Context: an optimization exercise on an open-source flow, tuned for a short achievable clock period and few clock cycles. The choices shown serve that exercise and are no tape-out recipe.
No run shown here included a check of the RTL's function; only the layout flow was run.
No activity file was given, so power comes from the tool's default toggle rates.

`flow/config.mk`:
```
export PLATFORM = sky130hd
export DESIGN_NAME = tx_drain
export DESIGN_NICKNAME = tx_drain
export VERILOG_FILES = /design/flow/design.v
export SDC_FILE = /design/flow/constraint.sdc
export NUM_CORES = 4
export LEC_CHECK = 0
export CAP_MARGIN = 20
export CORE_MARGIN = 2
export CORE_UTILIZATION = 40
export PLACE_DENSITY = 0.6
export SLEW_MARGIN = 20
```
`flow/constraint.sdc`:
```
create_clock -name core_clock -period 7.0 [get_ports {clk}]
set_input_delay 1.4000 -clock core_clock [delete_from_list [all_inputs] [get_ports {clk}]]
set_output_delay 1.4000 -clock core_clock [all_outputs]
set_load 0.01 [all_outputs]
```
`flow/design.v`:
```
module tx_drain #(
    parameter [31:0] DESC_MEM_BASE = 32'h4A10_2000,
    parameter [31:0] DESC_MEM_SIZE = 32'h0000_8000,
    parameter integer WALK_LIMIT   = 1024
) (
    input  wire        clk,
    input  wire        rst,
    input  wire        start,
    input  wire [31:0] head,
    output wire        ready,
    output reg         mem_req,
    output reg         mem_we,
    output reg  [31:0] mem_addr,
    output reg  [31:0] mem_wdata,
    input  wire        mem_gnt,
    input  wire [31:0] mem_rdata,
    output reg         tx_valid,
    output reg  [7:0]  tx_data,
    input  wire        tx_ready,
    output reg         done,
    output reg  [1:0]  status,
    output reg  [31:0] cp
);
    localparam [1:0] ST_OK        = 2'd0;
    localparam [1:0] ST_NOT_OWNED = 2'd1;
    localparam [1:0] ST_WALK      = 2'd2;
    localparam [1:0] ST_DESC_OOR  = 2'd3;
    localparam [32:0] WIN_LO = {1'b0, DESC_MEM_BASE};
    localparam [32:0] WIN_HI = {1'b0, DESC_MEM_BASE} + {1'b0, DESC_MEM_SIZE};
    localparam integer VW = $clog2(WALK_LIMIT + 2);
    localparam [2:0] OP_D0  = 3'd0,
                     OP_D1  = 3'd1,
                     OP_D2  = 3'd2,
                     OP_D3  = 3'd3,
                     OP_PAY = 3'd4,
                     OP_WB  = 3'd5;
    localparam [2:0] WB_IDLE = 3'd0,
                     WB_RD0  = 3'd1,
                     WB_WR0  = 3'd2,
                     WB_RD1  = 3'd3,
                     WB_WR1  = 3'd4,
                     WB_DONE = 3'd5;
    function [31:0] crc32_byte;
        input [31:0] c_in;
        input [7:0]  b;
        integer i;
        reg [31:0] c;
        begin
            c = c_in ^ {24'd0, b};
            for (i = 0; i < 8; i = i + 1)
                c = c[0] ? ((c >> 1) ^ 32'hEDB88320) : (c >> 1);
            crc32_byte = c;
        end
    endfunction
    reg         busy;        
    reg         rdy;         
    reg  [2:0]  op;          
    reg         acc;         
    reg         accr;        
    reg  [2:0]  fk;          
    reg  [31:0] faddr;       
    reg  [31:0] faddr4;      
    reg  [VW-1:0] visits;    
    reg         lim_bad;     
    reg         rng_bad;     
    reg         w_end;       
    reg  [31:0] n_w0, n_w1, n_w2;
    reg         n_own, n_pc;
    reg  [31:0] n_w3a;       
    reg         n_full;      
    reg         n_term;      
    reg  [31:0] n_pa;        
    reg  [31:0] n_pa4;       
    reg  [31:0] paddr;
    reg  [31:0] paddr4;
    reg  [15:0] prem;        
    reg         c_term;      
    reg         first;       
    reg         pcrc;        
    reg  [1:0]  pn;          
    reg  [31:0] wb_a0, wb_a1;
    reg  [2:0]  wbs;
    reg  [31:0] f_d [0:3];
    reg  [1:0]  f_n [0:3];
    reg  [1:0]  wp, rp;
    reg  [2:0]  fc;          
    reg  [2:0]  occ;         
    reg  [31:0] hw;
    reg  [2:0]  hn;          
    reg  [31:0] crc;
    reg  [2:0]  cb;          
    reg         sk_valid;
    reg  [7:0]  sk_data;
    wire        in_range = ({1'b0, faddr} >= WIN_LO) &&
                           ({1'b0, faddr} + 33'd16 <= WIN_HI);
    wire        mfree    = busy && !mem_req;
    wire        p_has    = (prem != 16'd0);
    wire        pay_done = c_term && !p_has;
    wire        v_fail   = n_full && (lim_bad || rng_bad || !n_own);
    wire [1:0]  v_stat   = lim_bad ? ST_WALK : rng_bad ? ST_DESC_OOR : ST_NOT_OWNED;
    wire        take     = n_full && !v_fail && !p_has && !c_term;
    wire        wb_go    = (wbs == WB_IDLE && pay_done) ||
                           (wbs == WB_RD1 && acc);
    wire        wb_wr    = (wbs == WB_WR0 || wbs == WB_WR1) && accr;
    wire        is_pay   = mfree && p_has && !occ[2];
    wire        is_desc  = mfree && !is_pay && !fk[2] && !w_end && !take;
    wire        is_wb    = mfree && (wb_go || wb_wr);
    wire        crc_go   = pay_done && (occ == 3'd0) && (hn == 3'd0) &&
                           !pcrc && !cb[2];
    wire        h_has    = (hn != 3'd0);
    wire        pv       = busy && !sk_valid && (h_has || crc_go);
    wire [7:0]  pd       = h_has ? hw[7:0] : ~crc[7:0];
    wire        push_pay = pv && h_has;
    wire        push_crc = pv && !h_has;
    wire        f_wr     = busy && accr && (op == OP_PAY);
    wire        hload    = (fc != 3'd0) && (!h_has || (hn == 3'd1 && push_pay));
    wire        fin      = pay_done && (occ == 3'd0) && !h_has &&
                           (pcrc || cb[2]) && (wbs == WB_DONE) && !mem_req &&
                           !sk_valid;
    wire        out_free = !tx_valid || tx_ready;
    assign ready = rdy;
    always @(posedge clk) begin
        if (rst) begin
            busy     <= 1'b0;
            rdy      <= 1'b1;
            mem_req  <= 1'b0;
            acc      <= 1'b0;
            accr     <= 1'b0;
            tx_valid <= 1'b0;
            sk_valid <= 1'b0;
            done     <= 1'b0;
        end else begin
            acc  <= mem_req && mem_gnt;
            accr <= mem_req && mem_gnt && !mem_we;
            done <= 1'b0;
            if (!busy) begin
                mem_req <= start;
                busy    <= start;
                rdy     <= !start;
            end else if (v_fail) begin
                done     <= 1'b1;
                busy     <= 1'b0;
                rdy      <= 1'b1;
                mem_req  <= 1'b0;
            end else if (fin && out_free) begin
                done     <= 1'b1;
                busy     <= 1'b0;
                rdy      <= 1'b1;
            end else if (mem_req) begin
                mem_req <= !mem_gnt;
            end else begin
                mem_req <= is_pay || is_desc || is_wb;
            end
            if (busy && v_fail) begin
                tx_valid <= 1'b0;
                sk_valid <= 1'b0;
            end else if (out_free) begin
                tx_valid <= sk_valid || pv;
                sk_valid <= 1'b0;
            end else if (pv) begin
                sk_valid <= 1'b1;
            end
        end
    end
    always @(posedge clk) begin
        if (out_free)
            tx_data <= sk_valid ? sk_data : pd;
        if (pv)
            sk_data <= pd;
        if (busy && v_fail)
            status <= v_stat;
        else
            status <= ST_OK;
        faddr4 <= faddr + 32'd4;
        n_term <= (n_w0 == 32'd0);
        n_pa   <= n_w1 + {16'd0, n_w2[31:16]};
        n_pa4  <= n_pa + 32'd4;
        paddr4 <= paddr + 32'd4;
        if (!busy) begin
            mem_addr <= head;
            mem_we   <= 1'b0;
            op       <= OP_D0;
            faddr    <= head;
            fk       <= 3'd1;
            visits   <= {{(VW-1){1'b0}}, 1'b1};
            lim_bad  <= (WALK_LIMIT == 0);
            w_end    <= 1'b0;
            n_full   <= 1'b0;
            prem     <= 16'd0;
            c_term   <= 1'b0;
            first    <= 1'b1;
            wbs      <= WB_IDLE;
            wp       <= 2'd0;
            rp       <= 2'd0;
            fc       <= 3'd0;
            occ      <= 3'd0;
            hn       <= 3'd0;
            crc      <= 32'hFFFF_FFFF;
            cb       <= 3'd0;
        end else begin
            if (fk == 3'd1)
                rng_bad <= !in_range;
            if (accr) begin
                case (op)
                    OP_D0: n_w0 <= mem_rdata;
                    OP_D1: n_w1 <= mem_rdata;
                    OP_D2: n_w2 <= mem_rdata;
                    OP_D3: begin
                        n_own  <= mem_rdata[29];
                        n_pc   <= mem_rdata[26];
                        n_full <= 1'b1;
                    end
                    default: ;
                endcase
            end
            if (take) begin
                n_full <= 1'b0;
                paddr  <= n_pa;
                paddr4 <= n_pa4;
                prem   <= n_w2[15:0];
                first  <= 1'b0;
                if (first) begin
                    pcrc  <= n_pc;
                    wb_a0 <= n_w3a;
                end
                if (n_term) begin
                    c_term <= 1'b1;
                    w_end  <= 1'b1;
                    wb_a1  <= n_w3a;
                    cp     <= n_w1;
                end else begin
                    faddr  <= n_w0;
                    fk     <= 3'd0;
                end
            end
            if (is_pay) begin
                mem_addr <= paddr;
                mem_we   <= 1'b0;
                op       <= OP_PAY;
                paddr    <= paddr4;
                if (prem[15:2] != 14'd0) begin
                    pn   <= 2'd3;
                    prem <= prem - 16'd4;
                end else begin
                    pn   <= prem[1:0] - 2'd1;
                    prem <= 16'd0;
                end
            end else if (is_desc) begin
                mem_we <= 1'b0;
                fk     <= fk + 3'd1;
                case (fk[1:0])
                    2'd0: begin
                        mem_addr <= faddr;
                        op       <= OP_D0;
                        visits   <= visits + 1'b1;
                        lim_bad  <= (visits == WALK_LIMIT);
                    end
                    2'd1: begin
                        mem_addr <= faddr4;
                        faddr    <= faddr4;
                        op       <= OP_D1;
                    end
                    2'd2: begin
                        mem_addr <= faddr4;
                        faddr    <= faddr4;
                        op       <= OP_D2;
                    end
                    default: begin
                        mem_addr <= faddr4;
                        faddr    <= faddr4;
                        n_w3a    <= faddr4;
                        op       <= OP_D3;
                    end
                endcase
            end else if (is_wb) begin
                op <= OP_WB;
                case (wbs)
                    WB_IDLE: begin
                        mem_addr <= wb_a0;
                        mem_we   <= 1'b0;
                        wbs      <= WB_WR0;
                    end
                    WB_WR0: begin
                        mem_we    <= 1'b1;
                        mem_wdata <= mem_rdata & ~32'h2000_0000;
                        wbs       <= WB_RD1;
                    end
                    WB_RD1: begin
                        mem_addr <= wb_a1;
                        mem_we   <= 1'b0;
                        wbs      <= WB_WR1;
                    end
                    default: begin
                        mem_we    <= 1'b1;
                        mem_wdata <= mem_rdata | 32'h1000_0000;
                        wbs       <= WB_DONE;
                    end
                endcase
            end
            if (f_wr) begin
                f_d[wp] <= mem_rdata;
                f_n[wp] <= pn;
                wp      <= wp + 2'd1;
            end
            fc  <= fc + {2'd0, f_wr} - {2'd0, hload};
            occ <= occ + {2'd0, is_pay} - {2'd0, hload};
            if (hload) begin
                hw <= f_d[rp];
                hn <= {1'b0, f_n[rp]} + 3'd1;
                rp <= rp + 2'd1;
            end else if (push_pay) begin
                hw <= {8'd0, hw[31:8]};
                hn <= hn - 3'd1;
            end
            if (push_pay)
                crc <= crc32_byte(crc, hw[7:0]);
            else if (push_crc) begin
                crc <= {8'd0, crc[31:8]};
                cb  <= cb + 3'd1;
            end
        end
    end
endmodule
```
`flow/run.sh`:
```
#!/bin/bash
# synth_recipe.tcl (not shown) runs the flow's synth.tcl, then flattens the netlist and writes it again
# the make line also repeats each setting of config.mk as NAME=value (left out here)
make -C /OpenROAD-flow-scripts/flow DESIGN_CONFIG=/design/flow/config.mk WORK_HOME=/design/flow/orfs CLKGATE_MAP_FILE= SYNTH_SCRIPT=/design/flow/synth_recipe.tcl finish
```
==> reports/results.ini, run 1 <==
[sta]
finalSetupViolCount=0
finalCritPeriodShare=0.6100
finalSetupTns_ps=0
finalCriticalPeriod_ps=4270
clock_skew_ps=22.23
rsz0062_at_grt=false
hold_viol_final=0
max_freq_ghz=0.2342
slew_headroom=0.2763
slew_violations=0
worst_slew_pin_slew_ps=1081

[worst_setup_path]
worstSetupPathType=flip-flop to flip-flop
cp-start-kind=flip-flop
worst-path-max-fanout=86
end_kind=flip-flop
cp.arrival_ps=4590
critPathRequiredTime_ps=7320

[place]
io_buffers=179
dp_hpwl_um=55040
place_area_um2=34190
dp.cells=3617
place_congestion=0.8952

[layout]
nets=2774
fill_cells=6861
instances_no_fill=3764
multi_input_area_um2=10140
antenna_cells=0
drive_gt1_frac=0.09325
fin_area_um2=36720
utilization=0.4740
syn2layout_area_growth_pct=17.13
ff_latch_area_um2=20560

[detailed_routing]
post_drt_wl_per_cell_um=21.94
dr.pass1.iters=5
drc=0
drtAntennaViolNets=0
drt_iter0_drc=1848
num_vias=20340
routed_via_density=5.404
drt-total-wl_um=82580

[synth]
yosysWarnings=1
synth-edff-count=510
ys_ff_latch=772
synth_fp_nets=2615
synth_top_family_by_area=simple AND/OR/NAND/NOR gates
syn_area_um2=31350
synth-xor-area-share=0.05312
synthAdderAreaFrac=0.01900
synth_compound_area_frac=0.08992
synthFlopType=edfxtp_1
synthCells=2501
synth_simple_gate_area_frac=0.1201
yosysSeqAreaShare=0.6558
avgSynthCellArea_um2=12.54
synth.distinct_cells=81
ys_async_sr_fraction=0
synth.area.mux_share=0.03927

[floorplanning]
initial_core_util=0.4047
rows=102
die_w_um=284.0
ioPinCount=180
die_area_um2=80630
core_um2=77470
dieHeight_um=284.0

[power_and_ir_drop]
p_per_area_nw_per_um2=261.4
irDropWorstVdd_mv=0.1457
p_total_mw=9.598
leakage_nw=12.53

[cts]
cts_tree=done
clkTransAtPathRegs_ps=60
cts.sink_count=772
cts_hold_buffers=0
htreeDepth=3
post_cts_buffers=0
cts_buffers=80
ctsRootBufferMaster=clkbuf_16
clk_path_buf_depth=3
clk-insertion-delay-late_ps=630
post_cts_resize_count=0

[global_routing]
first_global_vias=20070
grt_max_degree=87
antenna_found_initial=7
grt_pass1_wl_um=124200
grt-ovfl-total=0
gr-usage-all-layers=0.2019

[run_status]
status=no timing/DRC/antenna violations

[worst_hold_path]
worstHoldPathType=flip-flop to flip-flop

[flow_run]
drv_cap=0

==> worst max-delay path: stages, from the launching register on <==
cell	delay, ps
dfxtp_1	400
inv_1	110
ha_1	190
nor4b_1	140
and4_1	350
a211oi_4	870
buf_4	840
nor2_2	240
or3_1	430
buf_4	280
==> sequential cells by signal, summed over array words and instances, names as in the netlist, 11 cells and up, named ones only <==
signal     cells
n_w0          32
wb_a0         32
n_w1          32
prem          16
mem_addr      32
paddr         32
cp            32
n_w3a         32
n_w2          32
n_pa4         32
hw            32
faddr4        32
visits        11
f_d          128
paddr4        32
crc           32
mem_wdata     32
n_pa          32
faddr         32
wb_a1         32
==> cell usage in the layout (no fill, tap or decap), types with 41 or more instances in the layout <==
cell | netlist | layout
o21ai_0 | 50 | 50
nand3_1 | 78 | 78
clkdlybuf4s50_1 | 0 | 179
edfxtp_1 | 510 | 510
a21oi_1 | 176 | 176
dfxtp_1 | 262 | 260
xor2_1 | 67 | 67
xnor2_1 | 110 | 110
nor2_1 | 183 | 177
nand2_1 | 332 | 331
inv_1 | 47 | 47
clkbuf_16 | 0 | 84
ha_1 | 42 | 41
==> where the power goes <==
| group | internal, mW | total, mW | switching, mW |
|---|---|---|---|
| clock network | 2.35 | 4.10 | 1.75 |
| registers | 4.94 | 5.05 | 0.108 |
| logic | 0.190 | 0.445 | 0.255 |
==> cells in the mapped netlist (all sizes together) (42+ instances only) <==
| library cell | number | share of area |
|---|---|---|
| clkbuf | 97 | 0.012 |
| nand3 | 79 | 0.013 |
| xor2 | 69 | 0.020 |
| xnor2 | 113 | 0.032 |
| o21ai | 69 | 0.011 |
| dfxtp | 262 | 0.17 |
| a21oi | 176 | 0.028 |
| inv | 50 | 0.0060 |
| edfxtp | 510 | 0.49 |
| nor2 | 188 | 0.023 |
| nand2 | 333 | 0.040 |
| ha | 42 | 0.017 |
==> routing by layer <==
layer  GRT usage  part of all wire  vias to the layer above
met5           0                 0                        -
met4     0.06812             0.027                        0
met1      0.2837              0.44                    10060
li1            -                 -                     9439
met3     0.03392             0.075                      118
met2      0.3176              0.45                      723
==> worst paths after layout <==
path                              start     endpoint  slack (ps)  cells past startpoint
worst max-delay path            prem[2]  mem_addr[3]        2730                      9
worst min-delay path            n_pa[0]     n_pa4[0]         360                      0
worst max register to register  prem[2]  mem_addr[3]        2730                      9
worst min register to register  n_pa[0]     n_pa4[0]         360                      0
==> cells by family (layout without fill, tap and decap cells) <==
| logic type | Yosys count | in the layout |
|---|---|---|
| buffers and inverters | 180 | 403 |
| XOR/XNOR | 183 | 183 |
| flip-flops | 772 | 772 |
| AO/OA/AOI/OAI | 433 | 433 |
| AND/OR/NAND/NOR | 811 | 811 |
| adder cells (fa/ha/maj) | 46 | 46 |
| multiplexers | 76 | 76 |
==> final cells by class <==
type | instances | share of cell area
timing repair buffer | 207 | 0.05486
sequential | 772 | 0.5600
tap | 1040 | 0.03544
clock inverter | 36 | 0.007666
inverter | 50 | 0.005111
multi-input combinational | 1549 | 0.2762
clock buffer | 110 | 0.06075
==> per-stage QoR <==
stage | setup WS [ps] | hold WS, ps
finish | 2730 | 358.7
global route | 2445 | 378.6
CTS | 2728 | 367.5
detailed placement | 2751 | 366.3
global placement | 2902 | 350.1
floorplan | 2343 | 330.6
==> run 2: changes to the inputs <==
--- a/flow/config.mk
+++ b/flow/config.mk
@@ -5,8 +5,11 @@
 export SDC_FILE = /design/flow/constraint.sdc
 export NUM_CORES = 4
 export LEC_CHECK = 0
+export ABC_CLOCK_PERIOD_IN_PS = 2400
 export CAP_MARGIN = 20
 export CORE_MARGIN = 2
 export CORE_UTILIZATION = 40
 export PLACE_DENSITY = 0.6
+export SETUP_SLACK_MARGIN = 4.6
 export SLEW_MARGIN = 20
+export TNS_END_PERCENT = 100
==> run 2 against run 1 <==
  * Clock skew is 18 ps higher
  * Global-route usage is 1.9 points higher
  * Maximum frequency is 58% higher
  * Clock power is 6.8% higher
  * Routed wire length is 18% higher
  * Register-to-register slack better by 1700 ps
  * Largest cell class unchanged
  * Sequential power hardly changed
  * Combinational power is 37% higher
  * Critical endpoint is now mem_addr[27]
  * Synthesized cell count stayed put
  * Non-clock buffer count is 146 higher
==> reports/results.ini, run 2 <==
[power_and_ir_drop]
p_per_area_nw_per_um2=250.9  ; -4.0%
leakage_nw=14.08  ; +12%
irDropWorstVdd_mv=0.1904  ; +31%

[synth]
synthCells=2501  ; unchanged
synth_most_common_cell=edfxtp_1
avgSynthCellArea_um2=12.54  ; unchanged
synth_fp_nets=2615  ; unchanged
ys_ff_latch=772  ; unchanged
yosysTopAreaCell=edfxtp_1
yosysWarnings=1  ; unchanged
ys_async_sr_fraction=0  ; unchanged
synthTopCellsByArea=edfxtp_1 (49%), dfxtp_1 (17%), nand2_1 (4.0%)
synth_top_area_share=0.4885  ; unchanged
synth.distinct_cells=81  ; unchanged
synth-edff-count=510  ; unchanged
yosysSeqAreaShare=0.6558  ; unchanged
yosys-top-cells-count=edfxtp_1 (510), nand2_1 (332), dfxtp_1 (262)
syn_area_um2=31350  ; unchanged
synthFlopType=edfxtp_1

[place]
place_congestion=0.8545  ; -4.5%
io_buffers=179  ; unchanged
dp_hpwl_um=55300  ; +0.48%

[worst_setup_path]
crit_family=flip-flops
crit_end=mem_addr[27]
end_kind=primary output
critPathRequiredTime_ps=5600  ; -1720 ps
critPathMaxStageDelay_ps=490  ; -380 ps
crit_buf_inv=1  ; -2
path_depth=1  ; -8
worst-path-max-fanout=1  ; -99%
crit_start=mem_addr[27]
reg2reg_depth=10  ; +1
worstSetupPathType=flip-flop to primary output
crit_slowest_cell=edfxtp_1
cp-start-kind=flip-flop
r2r_slack_ps=4470  ; +1740 ps
r2r-start=prem[3]
r2r_end=mem_wdata[7]
crit_path_cell_trace=buf_6
cp.arrival_ps=1300  ; -3290 ps

[floorplanning]
ioPinCount=180  ; unchanged
rows=102  ; unchanged
die_area_um2=80630  ; unchanged
dieHeight_um=284.0  ; unchanged
core_um2=77470  ; unchanged
initial_core_util=0.4047  ; unchanged
die_w_um=284.0  ; unchanged

[run_status]
status=no timing/DRC/antenna violations

[global_routing]
grt_max_degree=69  ; -21%
grt_pass1_wl_um=134100  ; +8.0%
grt-ovfl-total=0  ; unchanged
first_global_vias=20980  ; +4.6%
antenna_found_initial=8  ; +1
gr-usage-all-layers=0.2210  ; +0.01910

[cts]
cts_tree=done
htreeDepth=3  ; unchanged
cts.sink_count=772  ; unchanged
cts_buffers=82  ; +2.5%
clk-insertion-delay-late_ps=640  ; about the same
clk_path_buf_depth=3  ; unchanged
clkTransAtPathRegs_ps=60  ; about the same
ctsRootBufferMaster=clkbuf_16

[sta]
worst_slew_pin_slew_ps=938.2  ; -143.3 ps
finalSetupViolCount=0  ; unchanged
max_freq_ghz=0.3700  ; +58%
clock_skew_ps=40.42  ; +18.18 ps
finalCritPeriodShare=0.3862  ; -0.2238
slew_headroom=0.3726  ; +0.09633
finalCriticalPeriod_ps=2703  ; -1567 ps
slew_violations=0  ; unchanged
hold_viol_final=0  ; unchanged
rsz0062_at_grt=true
finalSetupTns_ps=0  ; unchanged

[detailed_routing]
drt_iter0_drc=2234  ; +21%
routed_via_density=5.575  ; +3.2%
num_vias=21960  ; +8.0%
drtAntennaViolNets=0  ; unchanged
dr.pass1.iters=8  ; +3
post_drt_wl_per_cell_um=24.70  ; +13%
drc=0  ; unchanged
drt-total-wl_um=97310  ; +18%

[layout]
syn2layout_area_growth_pct=27.77
final_common_cell=edfxtp_1
final_cell_mix=edfxtp_1 (510), nand2_1 (322), dfxtp_1 (239), nor2_1 (162), a21oi_1 (123)
largest_reg_flops=128  ; unchanged
nets=2943  ; +6.1%
utilization=0.5171  ; +0.04304
largest_register=f_d
drive_gt1_frac=0.2595  ; +0.1662

[flow_run]
drv_cap=0  ; unchanged

[worst_hold_path]
worstHoldPathType=flip-flop to flip-flop

## run 2: through the flow
stage	setup WS (ps)	total power, mW	hold WS (ps)	area, um^2	std cells
6_report	4297	10.05	352.3	40060	3939
3_5_place_dp	3081	5.596	341.7	34270	3608
4_1_cts	4287	9.988	354.5	37980	3849
3_3_place_gp	3130	5.586	349.3	34230	3606
2_1_floorplan	4230	5.363	330.6	31550	2501
5_1_grt	4281	10.34	365.2	40060	3939
## run 2: cell families (layout without fill, tap and decap cells)
| family | after synthesis | count (layout) | share of synthesized area |
|---|---|---|---|
| flip-flops | 772 | 772 | 0.6558 |
| AND/OR/NAND/NOR | 811 | 824 | 0.1201 |
| XOR/XNOR | 183 | 183 | 0.05312 |
| other | 0 | 1 | 0 |
| adder cells (fa/ha/maj) | 46 | 46 | 0.01900 |
| multiplexers | 76 | 76 | 0.03927 |
| buffers and inverters | 180 | 563 | 0.02275 |
| AO/OA/AOI/OAI | 433 | 434 | 0.08992 |
## run 2: per-layer routing
layer / share of wire / wire length [um] / vias to the layer above / track usage
met5: 0.00014 / 14 / - / 0
met4: 0.042 / 4116 / 2 / 0.08016
met3: 0.093 / 9034 / 215 / 0.04268
met2: 0.45 / 44140 / 1053 / 0.3460
met1: 0.41 / 40010 / 10860 / 0.3061
li1: - / - / 9830 / -
## run 2: area by class of cell
cell class	instances	area, um^2
Fill cell	6462	37410
Sequential cell	772	20610
Multi-Input combinational cell	1563	11490
Timing Repair Buffer	353	3602
Clock buffer	113	2332
Tap cell	1040	1301
Clock inverter	40	406.6
Inverter	50	235.2
Timing Repair inverter	7	68.82
Antenna cell	1	2.502
## run 2: power by group
| part | internal, mW | switching (mW) |
|---|---|---|
| Clock | 2.57 | 1.82 |
| Sequential | 4.95 | 0.111 |
| Combinational | 0.262 | 0.347 |
## run 2: how the worst min path moves through the flow
stage	start	to	slack (ps)	depth (start not counted)
final	n_pa[0]	n_pa4[0]	350	0
after global routing	n_pa[0]	n_pa4[0]	370	0
after CTS	n_pa[0]	n_pa4[0]	350	0
after detailed placement	n_pa[0]	n_pa4[0]	340	0
after global placement	n_pa[0]	n_pa4[0]	350	0
after floorplan	n_pa[0]	n_pa4[0]	330	0
## run 2: what timing repair did
item,CTS,global route
gates cloned,19,28
setup buffers,69,60
resized for setup,601,223
pin swaps,36,113
hold buffers,0,0
endpoints found under the setup margin,841,526

-- separate check: timing with driven ports --
How much do the figures lean on ideal ports? The routed layouts below were timed once more, with nothing changed but the port constraints. Step 1 sets driving cells, clkbuf_16 on the clock port and buf_2 on the other inputs (assumed; they add their load-dependent delay and slew). Step 2, shift: input delay + t, output delay - t, t = (earliest + latest rising clock arrival at the registers) / 2. This alone moves slack from input paths to output paths. Three values: ideal ports, drivers, drivers and shift; two values: the first two.
run | t, ns | setup WS [ns] | worst register clock-pin slew, ns | worst slew at a driven data input, ns
run 1 | 0.674 | 2.730 / 2.730 / 2.730 | 0.06 / 0.06 | 0.10
run 2 | 0.678 | 4.297 / 4.240 / 4.131 | 0.07 / 0.07 | 0.10
After both steps every run listed still meets setup and hold. The setup slack of run 2, which loses most, moves by -0.057 ns with the drivers and by -0.166 ns with both steps.
